This design comes from an exercise in tuning for a short achievable clock period and few clock cycles on the open sky130 flow, not from production work. Where RTL was checked, it was by simulation tests only, not by an equivalence proof against the original. Power is estimated from default activity; no workload was simulated.

// snappy_dec
module snappy_dec (
    input  wire        clk,
    input  wire        rst,
    input  wire        start,
    input  wire [15:0] src_len,
    input  wire [15:0] dst_cap,
    output wire        busy,
    output reg         done,
    output reg  [7:0]  fault,
    output reg  [31:0] result,
    output reg  [31:0] info0,
    output reg  [31:0] info1,
    output reg         in_re,
    output reg  [15:0] in_addr,
    input  wire [7:0]  in_rdata,
    output reg         out_re,
    output reg  [15:0] out_raddr,
    input  wire [7:0]  out_rdata,
    output reg         out_we,
    output reg  [15:0] out_waddr,
    output reg  [7:0]  out_wdata
);
    localparam [7:0] F_NONE      = 8'h00;
    localparam [7:0] F_VARINT    = 8'h01;
    localparam [7:0] F_COPY_OFF  = 8'h02;
    localparam [7:0] F_LEN_MISM  = 8'h03;
    localparam [7:0] F_TRUNC     = 8'h04;
    localparam [7:0] F_OVERRUN   = 8'h05;
    localparam [7:0] F_DST_SMALL = 8'h21;
    localparam [1:0] M_MEM = 2'd0, M_H1 = 2'd1, M_H2 = 2'd2;
    reg        st_hdr;        
    reg        st_decl;       
    reg        st_tag;        
    reg        st_trl;        
    reg        st_lchk;       
    reg        st_pay;        
    reg        st_end;        
    reg        st_flt;        
    reg        upd;           
    reg        upd_sl;        
    reg        upd_c;         
    reg        upd_l;         
    reg        chk;           
    reg        chk_bad;       
    reg        big;           
    reg        busy_q;        
    reg        idle;          
    reg [15:0] src_len_q;
    reg [15:0] dst_cap_q;
    assign busy = busy_q;
    wire go = start & idle;
    reg        fin;           
    reg        fin_ok;
    reg  [15:0] na;           
    reg         rd_pend;      
    reg         fetch_en;
    reg  [7:0]  iq [0:3];
    reg  [1:0]  iq_wp, iq_rp;
    reg  [2:0]  iq_cnt;
    reg  [7:0]  hb;           
  ...
clock: 10.0 ns
lec_check: 0
abc_clock_period_in_ps: 3000
cap_margin: 20
core_margin: 2
core_utilization: 60
slew_margin: 20
standard.sh (not shown) runs the stock make flow with config.mk's settings and CLKGATE_MAP_FILE= SYNTH_SCRIPT=/design/flow/synth_recipe.tcl, a recipe that flattens the netlist after the stock synthesis.
==> flow/flow/run.sh <==
#!/bin/bash
set -euo pipefail
bash standard.sh SETUP_SLACK_MARGIN=7.2 finish > flow_make.log 2>&1
The starting point ran to the end with no violations.
Testbench counts at the start, summed over its fixed seeds: cycles 151,834.
Change:
--- a/flow/design.v
+++ b/flow/design.v
@@ -37,16 +37,17 @@
     reg        st_end;        
     reg        st_flt;        
     reg        upd;           
     reg        upd_sl;        
     reg        upd_c;         
     reg        upd_l;         
     reg        chk;           
     reg        chk_bad;       
+    reg        chk_dir;       
     reg        big;           
     reg        busy_q;        
     reg        idle;          
     reg [15:0] src_len_q;
     reg [15:0] dst_cap_q;
     assign busy = busy_q;
     wire go = start & idle;
     reg        fin;           
@@ -187,20 +188,21 @@
             3'd3:    vbits = {4'd0, hb[6:0], 21'd0};
             default: vbits = {hb[3:0], 28'd0};
         endcase
     end
     reg         cur_v;
     reg         s1_v;
     reg         s2_v;
     wire        exec_idle = !cur_v && !cq_v && !s1_v && !s2_v;
+    wire        e_dir  = upd && !cur_v && !cq_v;
     always @(*) begin
         pop     = hv && ((st_hdr && !rem_z) || (st_tag && !rem_z && !cq_stall) || (st_trl && !cq_stall)
                          || (st_pay && !lq_full));
-        cq_push = chk && !chk_bad;
+        cq_push = chk && !chk_bad && !chk_dir;
         lq_push = st_pay && pop;
         fin     = (st_end && exec_idle) || (st_flt && !in_re && !rd_pend);
         fin_ok  = st_end;
     end
     always @(posedge clk) begin
         if (upd) begin
             cq_lit[cq_wp[1:0]]  <= !upd_c;
             cq_mode[cq_wp[1:0]] <= (c_off[15:0] == 16'd1) ? M_H1 : (c_off[15:0] == 16'd2) ? M_H2 : M_MEM;
@@ -211,24 +213,25 @@
         if (!lq_full)
             lq[lq_wp[3:0]]      <= hb;
     end
     always @(posedge clk) begin
         if (rst) begin
             st_hdr <= 1'b0; st_decl <= 1'b0; st_tag <= 1'b0; st_trl <= 1'b0;
             st_lchk <= 1'b0; st_pay <= 1'b0; st_end <= 1'b0; st_flt <= 1'b0;
             upd <= 1'b0; upd_sl <= 1'b0; upd_c <= 1'b0; upd_l <= 1'b0;
-            chk <= 1'b0; chk_bad <= 1'b0;
+            chk <= 1'b0; chk_bad <= 1'b0; chk_dir <= 1'b0;
             fetch_en <= 1'b0;
             busy_q <= 1'b0;
             idle   <= 1'b1;
         end else begin
             upd <= 1'b0; upd_sl <= 1'b0; upd_c <= 1'b0; upd_l <= 1'b0;
             chk     <= upd && !idle && !fin;
             chk_bad <= t_bad;
+            chk_dir <= e_dir && !idle && !fin;
             if (idle) begin
                 if (go) begin
                     busy_q   <= 1'b1;
                     idle     <= 1'b0;
                     st_hdr   <= 1'b1;
                     fetch_en <= 1'b1;
                 end
             end else if (fin) begin
@@ -420,17 +423,17 @@
             end
         end
     end
     reg         cur_lit;
     reg  [1:0]  cur_mode;
     reg  [15:0] cur_cnt;
     reg         cur_last;
     reg  [15:0] cur_src;
-    wire        x_iss  = cur_v && (!cur_lit || lq_v);
+    wire        x_iss  = cur_v && (!cur_lit || lq_v) && !(chk_dir && chk_bad);
     wire        x_free = !cur_v || (x_iss && cur_last);
     wire        x_ld   = x_free && (cq_v || cq_push);    
     always @(*) begin
         cq_pop = x_ld;
         lq_pop = x_iss && cur_lit;
     end
     reg  [1:0]  s1_sel;       
     reg  [7:0]  s1_b;
@@ -451,33 +454,39 @@
     always @(posedge clk) begin
         if (rst || fin) begin
             cur_v    <= 1'b0;
             s1_v     <= 1'b0;
             s2_v     <= 1'b0;
             out_re   <= 1'b0;
             out_we   <= 1'b0;
         end else begin
-            if (x_ld)
+            if (x_ld || e_dir)
                 cur_v <= 1'b1;
-            else if (x_iss && cur_last)
+            else if ((x_iss && cur_last) || (chk_dir && chk_bad))
                 cur_v <= 1'b0;
             s1_v   <= x_iss;
             out_re <= x_iss && !cur_lit && (cur_mode == M_MEM);
             s2_v   <= s1_v;
             out_we <= s2_v;
         end
     end
     always @(posedge clk) begin
         if (x_ld) begin
             cur_lit  <= cq_lit[cq_rp[1:0]];
             cur_mode <= cq_mode[cq_rp[1:0]];
             cur_cnt  <= cq_len[cq_rp[1:0]];
             cur_last <= cq_one[cq_rp[1:0]];
             cur_src  <= cq_src[cq_rp[1:0]];
+        end else if (e_dir) begin
+            cur_lit  <= !upd_c;
+            cur_mode <= (c_off[15:0] == 16'd1) ? M_H1 : (c_off[15:0] == 16'd2) ? M_H2 : M_MEM;
+            cur_cnt  <= alen[15:0];
+            cur_last <= alen1;
+            cur_src  <= P[15:0] - c_off[15:0];
         end else if (x_iss) begin
             cur_cnt  <= cur_cnt - 16'd1;
             cur_last <= (cur_cnt == 16'd2);
             cur_src  <= cur_src + 16'd1;
         end
         if (idle)
             wa <= 16'd0;
         else if (s2_v)
Synthesized area climbs by 1.5%.
Power drops by 0.84%.
Setup slack degrades by 0.14 ns.
Via count climbs by 3.3%.
Die area climbs by 1.5%.
Global-route usage climbs by 0.38 points.
Count of clock-buffer cells in the layout drops by 7.
The RTL of the second run of this note was laid out without a check of its function.

========
the previous run:
snappy_dec again, from the RTL that the note above started with.
## snappy_dec
module snappy_dec (
    input  wire        clk,
    input  wire        rst,
    input  wire        start,
    input  wire [15:0] src_len,
    input  wire [15:0] dst_cap,
    output wire        busy,
    output reg         done,
    output reg  [7:0]  fault,
    output reg  [31:0] result,
    output reg  [31:0] info0,
    output reg  [31:0] info1,
    output reg         in_re,
    output reg  [15:0] in_addr,
    input  wire [7:0]  in_rdata,
    output reg         out_re,
    output reg  [15:0] out_raddr,
    input  wire [7:0]  out_rdata,
    output reg         out_we,
    output reg  [15:0] out_waddr,
    output reg  [7:0]  out_wdata
);
export LEC_CHECK = 0
export ABC_CLOCK_PERIOD_IN_PS = 3000
export CAP_MARGIN = 20
export CORE_MARGIN = 2
export CORE_UTILIZATION = 50
export SLEW_MARGIN = 20
create_clock -name core_clock -period 10.0 [get_ports {clk}]
Scripts as last shown in full above: flow/flow/run.sh
The previous run ended with every stage complete and zero timing, DRC or antenna violations.
Testbench counts of the previous run, summed over its fixed seeds: cycles 151,834.
Input changes introduced in the current run (baseline for comparison: the previous run):
--- a/flow/design.v
+++ b/flow/design.v
@@ -37,16 +37,17 @@
     reg        st_end;        
     reg        st_flt;        
     reg        upd;           
     reg        upd_sl;        
     reg        upd_c;         
     reg        upd_l;         
     reg        chk;           
     reg        chk_bad;       
+    reg        chk_dir;       
     reg        big;           
     reg        busy_q;        
     reg        idle;          
     reg [15:0] src_len_q;
     reg [15:0] dst_cap_q;
     assign busy = busy_q;
     wire go = start & idle;
     reg        fin;           
@@ -187,20 +188,21 @@
             3'd3:    vbits = {4'd0, hb[6:0], 21'd0};
             default: vbits = {hb[3:0], 28'd0};
         endcase
     end
     reg         cur_v;
     reg         s1_v;
     reg         s2_v;
     wire        exec_idle = !cur_v && !cq_v && !s1_v && !s2_v;
+    wire        e_dir  = upd && !cur_v && !cq_v;
     always @(*) begin
         pop     = hv && ((st_hdr && !rem_z) || (st_tag && !rem_z && !cq_stall) || (st_trl && !cq_stall)
                          || (st_pay && !lq_full));
-        cq_push = chk && !chk_bad;
+        cq_push = chk && !chk_bad && !chk_dir;
         lq_push = st_pay && pop;
         fin     = (st_end && exec_idle) || (st_flt && !in_re && !rd_pend);
         fin_ok  = st_end;
     end
     always @(posedge clk) begin
         if (upd) begin
             cq_lit[cq_wp[1:0]]  <= !upd_c;
             cq_mode[cq_wp[1:0]] <= (c_off[15:0] == 16'd1) ? M_H1 : (c_off[15:0] == 16'd2) ? M_H2 : M_MEM;
@@ -211,24 +213,25 @@
         if (!lq_full)
             lq[lq_wp[3:0]]      <= hb;
     end
     always @(posedge clk) begin
         if (rst) begin
             st_hdr <= 1'b0; st_decl <= 1'b0; st_tag <= 1'b0; st_trl <= 1'b0;
             st_lchk <= 1'b0; st_pay <= 1'b0; st_end <= 1'b0; st_flt <= 1'b0;
             upd <= 1'b0; upd_sl <= 1'b0; upd_c <= 1'b0; upd_l <= 1'b0;
-            chk <= 1'b0; chk_bad <= 1'b0;
+            chk <= 1'b0; chk_bad <= 1'b0; chk_dir <= 1'b0;
             fetch_en <= 1'b0;
             busy_q <= 1'b0;
             idle   <= 1'b1;
         end else begin
             upd <= 1'b0; upd_sl <= 1'b0; upd_c <= 1'b0; upd_l <= 1'b0;
             chk     <= upd && !idle && !fin;
             chk_bad <= t_bad;
+            chk_dir <= e_dir && !idle && !fin;
             if (idle) begin
                 if (go) begin
                     busy_q   <= 1'b1;
                     idle     <= 1'b0;
                     st_hdr   <= 1'b1;
                     fetch_en <= 1'b1;
                 end
             end else if (fin) begin
@@ -420,17 +423,17 @@
             end
         end
     end
     reg         cur_lit;
     reg  [1:0]  cur_mode;
     reg  [15:0] cur_cnt;
     reg         cur_last;
     reg  [15:0] cur_src;
-    wire        x_iss  = cur_v && (!cur_lit || lq_v);
+    wire        x_iss  = cur_v && (!cur_lit || lq_v) && !(chk_dir && chk_bad);
     wire        x_free = !cur_v || (x_iss && cur_last);
     wire        x_ld   = x_free && (cq_v || cq_push);    
     always @(*) begin
         cq_pop = x_ld;
         lq_pop = x_iss && cur_lit;
     end
     reg  [1:0]  s1_sel;       
     reg  [7:0]  s1_b;
@@ -451,33 +454,39 @@
     always @(posedge clk) begin
         if (rst || fin) begin
             cur_v    <= 1'b0;
             s1_v     <= 1'b0;
             s2_v     <= 1'b0;
             out_re   <= 1'b0;
             out_we   <= 1'b0;
         end else begin
-            if (x_ld)
+            if (x_ld || e_dir)
                 cur_v <= 1'b1;
-            else if (x_iss && cur_last)
+            else if ((x_iss && cur_last) || (chk_dir && chk_bad))
                 cur_v <= 1'b0;
             s1_v   <= x_iss;
             out_re <= x_iss && !cur_lit && (cur_mode == M_MEM);
             s2_v   <= s1_v;
             out_we <= s2_v;
         end
     end
     always @(posedge clk) begin
         if (x_ld) begin
             cur_lit  <= cq_lit[cq_rp[1:0]];
             cur_mode <= cq_mode[cq_rp[1:0]];
             cur_cnt  <= cq_len[cq_rp[1:0]];
             cur_last <= cq_one[cq_rp[1:0]];
             cur_src  <= cq_src[cq_rp[1:0]];
+        end else if (e_dir) begin
+            cur_lit  <= !upd_c;
+            cur_mode <= (c_off[15:0] == 16'd1) ? M_H1 : (c_off[15:0] == 16'd2) ? M_H2 : M_MEM;
+            cur_cnt  <= alen[15:0];
+            cur_last <= alen1;
+            cur_src  <= P[15:0] - c_off[15:0];
         end else if (x_iss) begin
             cur_cnt  <= cur_cnt - 16'd1;
             cur_last <= (cur_cnt == 16'd2);
             cur_src  <= cur_src + 16'd1;
         end
         if (idle)
             wa <= 16'd0;
         else if (s2_v)
--- outcome ---
Every run (the previous run and the current run) finished clean.
Higher data-path buffer share of cell area in the final layout was reported by the previous run, not the current run.
Diff the current run..the previous run | flip-flop and latch count | negligible
Cmp the previous run and the current run / portion of total power attributed to combinational logic / lower: the current run
On hold slack, the higher figure sits with the current run, not the previous run.
On number of gates given a new drive strength after cts: the current run sits above the previous run.
Fraction of area in multi-input gates came out higher on the current run than on the previous run.
The sequential share of layout area number comes out lower for the current run vs the previous run.
Only the layout flow was run in the current run; the RTL was not checked for function there.

what the ideal ports hide:
Ports are ideal in the flow. The routed layouts listed here were re-timed in OpenROAD.
Step 1 assumes that a clkbuf_16 drives the clock port and a buf_2 every other input.
Step 2 adds t to the input delays and takes it off the output delays; t is the mean of the earliest and latest rising clock arrival at the registers after step 1. Input paths then give back, and output paths get back, about the clock's delay inside the block.
a / b / c = no drivers / after step 1 / after step 2; a / b = the first two.
| run | shift t [ns] | slack for setup (ns) | hold slack, ns |
|---|---|---|---|
| the first run of note 1 | 0.693 | 6.875 / 6.809 / 6.621 | 0.326 / 0.326 / 0.326 |
| the second run of note 1 | 0.705 | 6.736 / 6.736 / 6.563 | 0.325 / 0.325 / 0.325 |
| the previous run | 0.696 | 6.886 / 6.818 / 6.616 | 0.323 / 0.323 / 0.323 |
| the current run | 0.708 | 6.765 / 6.765 / 6.589 | 0.326 / 0.326 / 0.326 |
After both steps setup and hold are still met in every run listed. The setup slack of the previous run, which loses most, moves by -0.068 ns with the drivers and by -0.270 ns with both steps.
